This design comes from an exercise in tuning for small area on the open sky130 flow, not from production work. The RTL was checked by simulation tests, not by an equivalence proof against the original design. Power figures rest on the tool's default switching activity, not on a simulated workload.

== Q ==
Design bcd_clock_core, start of the top module:
module bcd_clock_core (
    input  wire        clk,
    input  wire        rst,         
    input  wire        cmd_valid,
    input  wire [31:0] cmd,
    input  wire [31:0] now,
    output wire        cmd_ready,
    output wire        bus_req,
    output wire        bus_we,
    output wire [7:0]  bus_addr,
    output wire [7:0]  bus_wdata,
    input  wire        bus_done,
    input  wire [7:0]  bus_rdata,
    input  wire        bus_err,
    output wire [3:0]  led_hour,
    output wire [5:0]  led_min,
    output wire [15:0] pwm,
    output wire [15:0] result,
    output wire [7:0]  status
);
==> flow/config.mk <==
export PLATFORM = sky130hd
export DESIGN_NAME = bcd_clock_core
export DESIGN_NICKNAME = bcd_clock_core
export VERILOG_FILES = /design/flow/design.v
export SDC_FILE = /design/flow/constraint.sdc
export NUM_CORES = 4
export LEC_CHECK = 0
export ABC_AREA = 1
export CAP_MARGIN = 20
export CORE_MARGIN = 2
export CORE_UTILIZATION = 40
export CTS_BUF_LIST = sky130_fd_sc_hd__clkbuf_8
export SLEW_MARGIN = 20
==> flow/constraint.sdc <==
create_clock -name core_clock -period 20.0 [get_ports {clk}]
set_input_delay 4.0000 -clock core_clock [delete_from_list [all_inputs] [get_ports {clk}]]
set_output_delay 4.0000 -clock core_clock [all_outputs]
set_load 0.01 [all_outputs]
standard.sh (not shown) runs the stock make flow with config.mk's settings and CLKGATE_MAP_FILE= SYNTH_SCRIPT=/design/flow/synth_recipe.tcl, a recipe that flattens the netlist after the stock synthesis.
==> flow/flow/run.sh <==
#!/bin/bash
set -euo pipefail
cd "$(dirname "$0")/.."
W=$PWD
R=$W/orfs/results/$FLOW_PLATFORM/bcd_clock_core/base
LIB=$FLOW_HOME/platforms/$FLOW_PLATFORM/lib/sky130_fd_sc_hd__tt_025C_1v80.lib
bash standard.sh synth > synth.log 2>&1
cp $R/1_2_yosys.v $W/1_2_yosys_standard.v
best=""
best_area=""
pids=()
for s in 1 2 3 4; do
  mkdir -p $W/reabc_$s
  printf 'strash\n&get -n\n&deepsyn -T 60 -S %s\n&dch -f\n&nf -R 1000\n&put\n' $s > $W/reabc_$s/abc.script
  ( cd $W/reabc_$s && REABC_LIB=$LIB REABC_IN=$W/1_2_yosys_standard.v REABC_OUT=$W/reabc_$s/out.v \
      REABC_SCRIPT=$W/reabc_$s/abc.script REABC_STAT=$W/reabc_$s/stat.txt \
      yosys -c $W/flow/reabc.tcl > $W/reabc_$s.log 2>&1 ) &
  pids+=($!)
done
for p in "${pids[@]}"; do wait $p || true; done
for s in 1 2 3 4; do
  a=$(grep "Chip area" $W/reabc_$s/stat.txt 2>/dev/null | awk '{print $NF}' || true)
  [[ -n "$a" && -s $W/reabc_$s/out.v ]] || continue
  if [[ -z "$best" ]] || awk -v a=$a -v b=$best_area 'BEGIN{exit !(a<b)}'; then best=$s; best_area=$a; fi
done
echo "re-mapped netlist: seed $best, area $best_area" > reabc_choice.log
if [[ -n "$best" ]]; then
  cp $W/reabc_$best/out.v $R/1_2_yosys.v
  rm -f $R/1_synth.odb $R/1_synth.sdc
fi
bash standard.sh BUFFER_PORTS_ARGS="-buffer_cell sky130_fd_sc_hd__buf_1" \
  CTS_ARGS="-sink_clustering_enable -repair_clock_nets -buf_list sky130_fd_sc_hd__clkbuf_8 -dont_use_dummy_load" \
  finish > layout.log 2>&1
==> flow/flow/reabc.tcl <==
# Re-map the combinational logic of the standard synthesis netlist with a
# stronger ABC script. Flip-flops are kept as they are (same instances, names
# and cell types); only the gates between them are re-optimised.
set lib $::env(REABC_LIB)
yosys read_liberty -ignore_miss_func $lib
yosys blackbox sky130_fd_sc_hd__*df* sky130_fd_sc_hd__*dl*
yosys read_verilog $::env(REABC_IN)
yosys hierarchy -top $::env(FLOW_TOP)
yosys flatten
yosys rename -hide w:* x:* %d
yosys opt_clean -purge
yosys opt -purge
yosys abc -script $::env(REABC_SCRIPT) -liberty $lib -dont_use *lpflow* -dont_use *probe*
yosys splitnets
yosys opt_clean -purge
yosys hilomap -hicell sky130_fd_sc_hd__conb_1 HI -locell sky130_fd_sc_hd__conb_1 LO
yosys opt_clean -purge
yosys tee -o $::env(REABC_STAT) stat -liberty $lib
yosys write_verilog -noattr -noexpr -nohex -nodec $::env(REABC_OUT)
Input changes introduced in T (baseline for comparison: Q):
--- a/flow/design.v
+++ b/flow/design.v
@@ -11,25 +11,24 @@
     output wire [7:0]  bus_wdata,
     input  wire        bus_done,
     input  wire [7:0]  bus_rdata,
     input  wire        bus_err,
     output wire [3:0]  led_hour,
     output wire [5:0]  led_min,
     output wire [15:0] pwm,
     output wire [15:0] result,
     output wire [7:0]  status
 );
     localparam [4:0] S_IDLE    = 5'b0_00_00,
                      S_ENC     = 5'b0_00_01,
-                     S_COPY    = 5'b0_01_00,    
                      S_DIV_RES = 5'b0_00_10,
                      S_DIV_PWM = 5'b0_00_11,
                      S_INCH    = 5'b1_00_00,
                      S_INCM    = 5'b1_01_00,
                      S_CARRY   = 5'b1_01_01,
                      S_SYNC    = 5'b1_10_00,
                      S_REF     = 5'b1_11_00;
     function [6:0] encode6;      
         input [5:0] v;
         begin
             case (v)
                 6'd0: encode6 = 7'h00;
@@ -334,59 +333,55 @@
     wire [3:0] t12 = to12(op[3] ? fa : fc);
     wire c_big = gt8(fc, 8'd59);
     wire b_big = gt8(fb, 8'd59);
     wire [7:0] dec_in   = idle ? fc : bus_rdata;
     wire       dec_hour = idle ? (sel == 2'd0) : (addr == 2'd2);
     wire [6:0] dec_v    = dec_tab({dec_hour ? 1'b0 : dec_in[6], dec_in[5:0]});
     wire       dec_big  = gt8({1'b0, dec_v}, 8'd59);
     wire        nb    = (sb[3:0] >= 4'd5) && (sb[3:0] != 4'd8);
     wire [7:0]  r2    = {sr, sa, nb};
     wire        ge    = gt8(r2, 8'd117);
     wire [7:0]  r2s   = add8(r2, 8'd138, 1'b0);
     wire [6:0]  rnext = ge ? r2s[6:0] : r2[6:0];
-    wire [7:0]  inc_v = add8({1'b0, dec_v}, 8'd0, mode != 2'd3);
+    wire [7:0]  inc_v = add8({1'b0, dec_v}, 8'd0, 1'b1);
     wire [7:0]  cnt_n = add8({4'd0, sb[3:0]}, 8'd0, 1'b1);
     always @(posedge clk) begin
         if (rst) begin
             state      <= S_IDLE;
             last_valid <= 1'b0;
             out_hour   <= 4'd0;
             out_min    <= 6'd0;
             pwm_r      <= 11'd0;
             result_r   <= 11'd0;
             dom_err    <= 1'b0;
             bus_err_f  <= 1'b0;
             ill_err    <= 1'b0;
             acc        <= 1'b0;
         end else begin
             case (state)
                 S_IDLE: if (cmd_valid) begin
-                    if (op == 4'h1)
-                        {sr, sa} <= dec_v;
-                    else if (op == 4'hC || op == 4'h3 || op == 4'h4)
-                        {sr, sa} <= {3'd0, t12};
-                    else
-                        {sr, sa} <= {1'b0, fc[5:0]};
+                    sr <= 1'b0;
+                    sa <= (op == 4'hC) ? {2'd0, t12} : fc[5:0];
                     sb <= fb[5:0];
                     sc <= fc[5:0];
                     if (!legal) begin
                         ill_err <= 1'b1;
                     end else begin
                         case (op)
-                            4'h1: state <= S_COPY;
+                            4'h1: result_r <= {4'd0, dec_v};
                             4'h2: if (c_big) dom_err <= 1'b1;
                                   else state <= S_ENC;
-                            4'h3, 4'h4: state <= S_COPY;
+                            4'h3, 4'h4: result_r <= {7'd0, t12};
                             4'h5: if (c_big) dom_err <= 1'b1;
-                                  else state <= S_COPY;
+                                  else result_r <= {5'd0, fc[5:0]};
                             4'h6: if (c_big) dom_err <= 1'b1;
                                   else state <= S_DIV_RES;
                             4'h7: begin
                                 acc      <= accept;
                                 result_r <= {10'd0, accept};
                                 if (accept) begin
                                     last_ts    <= now;
                                     last_valid <= 1'b1;
                                 end
                             end
                             4'h8: state <= S_INCH;
                             4'h9: state <= S_INCM;
@@ -410,28 +405,24 @@
                                     end
                                 end
                             end
                             4'hD: state <= S_REF;
                             default: ;
                         endcase
                     end
                 end
                 S_ENC: begin
                     result_r <= {4'd0, encode6(sa)};
                     state    <= S_IDLE;
                 end
-                S_COPY: begin
-                    result_r <= {4'd0, sr, sa};
-                    state    <= S_IDLE;
-                end
                 S_DIV_RES, S_DIV_PWM: begin
                     {sr, sa} <= rnext;
                     if (state == S_DIV_RES) result_r <= {result_r[9:0], ge};
                     else                    pwm_r    <= {pwm_r[9:0], ge};
                     sb[3:0] <= cnt_n[3:0];
                     if (sb[3:0] == 4'd10) state <= S_IDLE;
                 end
                 default: if (!sbus) begin
                     state <= S_IDLE;
                 end else if (bus_done) begin
                     state <= last_phase ? S_IDLE : {state[4:2], phase[1] ^ phase[0], !phase[0]};
                     if (bus_err) begin
@@ -440,25 +431,25 @@
                     end else if (mode == 2'd3) begin
                         if (phase == 2'd0) begin
                             sb[3:0] <= to12({1'b0, dec_v});
                         end else if (phase == 2'd1) begin
                             sc    <= dec_v[5:0];
                             sa[0] <= dec_big;
                         end else if (sa[0] || dec_big) begin
                             dom_err <= 1'b1;
                         end else begin
                             out_hour <= sb[3:0];
                             out_min  <= sc;
                             sr       <= 1'b0;
-                            sa       <= inc_v[5:0];
+                            sa       <= dec_v[5:0];
                             sb       <= 6'd0;
                             state    <= S_DIV_PWM;
                         end
                     end else if (mode == 2'd2) begin
                         sa <= sb;
                         sb <= sc;
                     end else if (!we) begin
                         if (addr[1]) begin
                             if (gt8({1'b0, dec_v}, 8'd23)) begin
                                 dom_err <= 1'b1;
                                 state   <= S_IDLE;
                             end else begin
### Flow results
T finished every step from synthesis to the final layout, and the layout passed the timing, design-rule and antenna checks.
Number of detailed-routing iterations run before antenna repair for T: 3 down relative to Q
Compared to Q, T has reported combinational group power about 2% lower.
Side by side, post-synthesis net count turned out higher in T than in Q.
Diff Q -> T: data-path buffer share of cell area in the final layout lost 0.37 points; area of all placed cells without fillers picked up an extra about 0.6%; final period utilization neither gained nor lost much; setup slack picked up an extra 0.018 ns.
When T is set beside Q, its routed via count turns out to be 4.0% larger.

port drivers added, routing unchanged:
Ports are ideal in the flow. The routed layouts listed here were re-timed in OpenROAD. Step 1: set_driving_cell puts a clkbuf_16 on clk and a buf_2 on each other input, an assumption about the parent block. Step 2 adds t to the input delays and takes it off the output delays; t is the mean of the earliest and latest rising clock arrival at the registers after step 1. Input paths then give back, and output paths get back, about the clock's delay inside the block. a / b / c = no drivers / after step 1 / after step 2; a / b = the first two.
run | t, ns | setup WS [ns] | latest minus earliest clock arrival (ns) | worst slew at a driven data input, ns
Q | 0.398 | 11.342 / 11.321 / 11.321 | 0.027 / 0.028 | 0.05
T | 0.401 | 11.361 / 11.341 / 11.341 | 0.031 / 0.031 | 0.06
After both steps setup and hold are still met in every run listed. The setup slack of Q, which loses most, moves by -0.021 ns with the drivers and by -0.021 ns with both steps.
